What follows belongs to an exercise in optimizing a design on an open flow for small area; a production flow would make more cautious choices.
Only simulation tests tie the RTL to the original design; equivalence was not proved.
Power figures rest on the tool's default switching activity, not on a simulated workload.

## geq_decoder
module geq_decoder (
    input  wire         clk,
    input  wire         rst,               
    input  wire         in_valid,          
    input  wire [7:0]   in_byte,
    output wire         frame_valid,       
    output wire [7:0]   frame_board_id,
    output wire [7:0]   frame_seq,
    output wire [7:0]   frame_brightness,
    output wire [423:0] frame_bars,        
    output wire [423:0] frame_scope,       
    output wire [31:0]  frame_vu           
);
    localparam integer BODY_LEN = 113;
    localparam integer NB = 8 * BODY_LEN;
    localparam [6:0] LFSR_LAST = 7'd12;
    reg        s1;                         
    reg        body_st;                    
    reg        body_stn;                   
    reg        ck;                         
    reg [6:0]  cur;                        
    reg [7:0]  sum;                        
    reg        chk;                        
    reg [NB-1:0] body;                     
    wire is_aa = (in_byte == 8'hAA);
    wire is_55 = (in_byte == 8'h55);
    wire last  = (cur == LFSR_LAST);
    wire sync  = in_valid && s1 && is_55;
    always @(posedge clk) begin
        if (rst) begin
            s1       <= 1'b0;
            body_st  <= 1'b0;
            body_stn <= 1'b1;
            ck       <= 1'b0;
            chk      <= 1'b0;
        end else begin
            chk <= in_valid && ck;
            if (in_valid) begin
                if (body_st) begin
                    if (last) begin
                        body_st  <= 1'b0;
                        body_stn <= 1'b1;
                        ck       <= 1'b1;
                    end
                end else if (ck) begin
                    ck <= 1'b0;
                end else begin
                    s1       <= is_aa;
                    body_st  <= s1 && is_55;
                    body_stn <= !(s1 && is_55);
                end
  ...
Size: about 2100 cells after synthesis, about 920 flip-flops, ~920 I/O pins, ~28000 µm² of cells after synthesis.
Settings: LEC_CHECK=0, CAP_MARGIN=0, CORE_AREA=3 3 277 277, DIE_AREA=0 0 280 280, PLACE_DENSITY=0.9, SLEW_MARGIN=0; clock period 8.0 ns.
standard.sh (not shown) runs the stock make flow with config.mk's settings and CLKGATE_MAP_FILE= SYNTH_SCRIPT=/design/flow/synth_recipe.tcl, a recipe that flattens the netlist after the stock synthesis.
==> flow/flow/run.sh <==
#!/bin/bash
set -euo pipefail
export BUFFER_PORTS_ARGS="-buffer_cell sky130_fd_sc_hd__buf_1"
export CTS_ARGS="-sink_clustering_enable -repair_clock_nets -dont_use_dummy_load -sink_clustering_size 18 -sink_clustering_max_diameter 60 -buf_list {sky130_fd_sc_hd__clkbuf_4 sky130_fd_sc_hd__clkbuf_8}"
bash standard.sh > standard.log 2>&1
The first run finished with timing, DRC and antenna clean.
Then changed:
==> flow/flow/run.sh (replaced) <==
#!/bin/bash
set -euo pipefail
export BUFFER_PORTS_ARGS="-buffer_cell sky130_fd_sc_hd__buf_1"
export CTS_ARGS="-sink_clustering_enable -repair_clock_nets -dont_use_dummy_load -sink_clustering_size 19 -sink_clustering_max_diameter 150 -buf_list {sky130_fd_sc_hd__clkbuf_4 sky130_fd_sc_hd__clkbuf_8}"
bash standard.sh > standard.log 2>&1
--- a/flow/config.mk
+++ b/flow/config.mk
@@ -8 +8 @@
-export CAP_MARGIN = 0
+export CAP_MARGIN = 20
@@ -11,2 +11,2 @@
-export PLACE_DENSITY = 0.9
-export SLEW_MARGIN = 0
+export PLACE_DENSITY = 0.8
+export SLEW_MARGIN = 20
After rerunning:
- routed wire length came out lower by about 3.8%
- flip-flop and latch count does not change
- global-route usage drops by 0.77 points
- worst setup slack gains 0.32 ns
- clock power is lower by about 4%
- hold slack is better by 0.041 ns
- clock skew came out lower by 0.028 ns
- cell count hardly moves
- design area goes down by 0.33%
- maximum frequency increases by 9.1%
- first-iteration DRC count came out lower by about 4.6%
Then changed:
==> flow/flow/run.sh (replaced) <==
#!/bin/bash
set -euo pipefail
export BUFFER_PORTS_ARGS="-buffer_cell sky130_fd_sc_hd__buf_1"
export CTS_ARGS="-sink_clustering_enable -repair_clock_nets -dont_use_dummy_load -sink_clustering_size 18 -sink_clustering_max_diameter 60 -buf_list {sky130_fd_sc_hd__clkbuf_4 sky130_fd_sc_hd__clkbuf_8}"
bash standard.sh > standard.log 2>&1
--- a/flow/config.mk
+++ b/flow/config.mk
@@ -11 +11 @@
-export PLACE_DENSITY = 0.8
+export PLACE_DENSITY = 0.75
Final area barely changes.
Utilization went up by 0.11 points.
Total power went up by 1.5%.
Clock-buffer cell count went up by 7.
Die area stays the same.
Then changed:
--- a/flow/config.mk
+++ b/flow/config.mk
@@ -11 +11 @@
-export PLACE_DENSITY = 0.75
+export PLACE_DENSITY = 0.9
=> Routed wire length rose by 3.0%. Total power hardly moves. Worst hold slack barely changes. Die area stays the same. Final area stays flat. Synthesized cell count does not change.


== job 101 ==
Another version of the RTL of geq_decoder (not shown whole).
Size: ~1000 cells after synthesis, ~920 I/O pins.
==> flow/config.mk <==
export PLATFORM = sky130hd
export DESIGN_NAME = geq_decoder
export DESIGN_NICKNAME = geq_decoder
export VERILOG_FILES = /design/flow/design.v
export SDC_FILE = /design/flow/constraint.sdc
export NUM_CORES = 4
export LEC_CHECK = 0
export CAP_MARGIN = 20
export CORE_MARGIN = 2
export CORE_UTILIZATION = 40
export SLEW_MARGIN = 20
==> flow/constraint.sdc <==
create_clock -name core_clock -period 8.0 [get_ports {clk}]
set_input_delay 1.6000 -clock core_clock [delete_from_list [all_inputs] [get_ports {clk}]]
set_output_delay 1.6000 -clock core_clock [all_outputs]
set_load 0.01 [all_outputs]
==> flow/flow/run.sh <==
#!/bin/bash
set -euo pipefail
export BUFFER_PORTS_ARGS="-buffer_cell sky130_fd_sc_hd__buf_1"
bash standard.sh > standard.log 2>&1
Job 101 finished every stage and its layout cleared the timing, DRC and antenna checks.
Edits applied to the flow inputs when going from job 101 to job 102:
==> flow/run.sh (new file) <==
#!/bin/bash
# synth_recipe.tcl (not shown) runs the flow's synth.tcl, then flattens the netlist and writes it again
# the make line also repeats each setting of config.mk as NAME=value (left out here)
make -C /OpenROAD-flow-scripts/flow DESIGN_CONFIG=/design/flow/config.mk WORK_HOME=/design/flow/orfs CLKGATE_MAP_FILE= SYNTH_SCRIPT=/design/flow/synth_recipe.tcl finish
removed: flow/flow/run.sh
removed: flow/standard.sh
### Flow results
Relative to job 101, final-layout clock buffer total has gone up in job 102.
A cell with the biggest individual delay on the critical path of sky130_fd_sc_hd__nor2_4 is what job 101 shows, while sky130_fd_sc_hd__clkdlybuf4s50_1 belongs to job 102.
[compare] base=job 101 new=job 102: time the worst path needs with I/O delays and setup shows an increase of 210 ps; sequential share of layout area decreased by 10 points relative to the old numbers; power down 2.0%; routed wire length now sits higher; number of global-route vias before repair now sits higher.
Maximum clock rate of job 102 falls short of that of job 101 by a few percent.
In summary, job 102 completed successfully, with a layout that passed the timing, DRC and antenna checks.
On number of non-filler instances in the completed layout, job 101 tracks job 102 almost exactly.
Of job 102 and job 101, it is job 102 that has the higher wire length on met2.
Sort job 101 and job 102 by number of antenna repair diodes desc -> top: job 101
Run comparison: job 101 most common cell after layout, fill and taps aside sky130_fd_sc_hd__buf_1; job 102 most common cell after layout, fill and taps aside sky130_fd_sc_hd__clkdlybuf4s50_1
### job 102 -> job 103
Settings: CORE_UTILIZATION: 40 -> 55.
==> flow/flow/run.sh (new file) <==
#!/bin/bash
set -euo pipefail
export BUFFER_PORTS_ARGS="-buffer_cell sky130_fd_sc_hd__buf_1"
export CTS_ARGS="-sink_clustering_enable -repair_clock_nets -dont_use_dummy_load -buf_list {sky130_fd_sc_hd__clkbuf_4 sky130_fd_sc_hd__clkbuf_8}"
bash standard.sh > standard.log 2>&1
==> flow/standard.sh (new file) <==
#!/bin/bash
# synth_recipe.tcl (not shown) runs the flow's synth.tcl, then flattens the netlist and writes it again
# the make line also repeats each setting of config.mk as NAME=value (left out here)
make -C /OpenROAD-flow-scripts/flow DESIGN_CONFIG=/design/flow/config.mk WORK_HOME=/design/flow/orfs CLKGATE_MAP_FILE= SYNTH_SCRIPT=/design/flow/synth_recipe.tcl "${@:-finish}"
removed: flow/run.sh
## What came out
Job 103 failed in I/O pin placement with PPL-0024.
Job 103 -> job 102: sequential fraction of the synthesis area flat
Any difference in mean instance size in the synthesized netlist between job 102 and job 103 is small enough to ignore.
Compared with job 102, job 103 shows a lower vertical die dimension.
Against job 102 as the reference, job 103 delivers a higher initial core utilization.
Input changes introduced in job 104 (baseline for comparison: job 103):
Settings: clearing CORE_UTILIZATION, which used to be 55; putting CORE_AREA at 3 3 317 317 where nothing was set; clearing CORE_MARGIN, which used to be 2; putting DIE_AREA at 0 0 320 320 where nothing was set.
In summary, job 104 completed successfully, with a layout that passed the timing, DRC and antenna checks. Comparing job 103 against job 104, there is no change at all in count of flip-flops with a built-in enable after synthesis. Re arithmetic-cell share of the synthesized area counting full adders, half adders and majority gates: no difference whatsoever between job 103 and job 104. On number of different library cells in the post-synthesis netlist, job 103 and job 104 are neck and neck. Between job 104 and job 103, it is job 104 whose effective utilization at floorplan is lower, by 26 points.

## port drivers added, routing unchanged
The results above use ideal ports. As a check the final layouts listed here were re-extracted and re-timed, cells and wires unchanged.
Step 1: set_driving_cell puts a clkbuf_16 on clk and a buf_2 on each other input, an assumption about the parent block.
Step 2 times the ports against the registers' clock, not the clock port: input delays grow and output delays shrink by t, the midpoint of the rising clock arrivals with the driver on.
a / b / c = ideal / step 1 / step 2; a / b = the first two.
run | shift t [ns] | setup WS [ns] | hold WS [ns] | worst slew at a driven data input, ns | pins driven straight from the clock port
the first run of note 1 | 0.719 | 4.165 / 4.105 / 3.642 | 0.444 / 0.444 / 0.444 | 0.17 | 1
the second run of note 1 | 0.717 | 4.484 / 4.420 / 3.888 | 0.485 / 0.485 / 0.485 | 0.12 | 1
the third run of note 1 | 0.709 | 4.536 / 4.534 / 3.826 | 0.441 / 0.441 / 0.441 | 0.07 | 1
the fourth run of note 1 | 0.719 | 4.165 / 4.105 / 3.642 | 0.444 / 0.444 / 0.444 | 0.17 | 1
job 101 | 0.680 | 4.261 / 4.229 / 3.549 | 0.434 / 0.434 / 0.434 | 0.09 | 1
job 102 | 0.690 | 4.048 / 4.005 / 3.315 | 0.435 / 0.435 / 0.435 | 0.10 | 1
job 104 | 0.787 | 4.541 / 4.541 / 3.768 | 0.393 / 0.393 / 0.393 | 0.08 | 1
After both steps setup and hold are still met in every run listed. For job 104, which loses most, drivers alone change the setup slack by 0.000 ns; drivers and shift together by -0.773 ns.
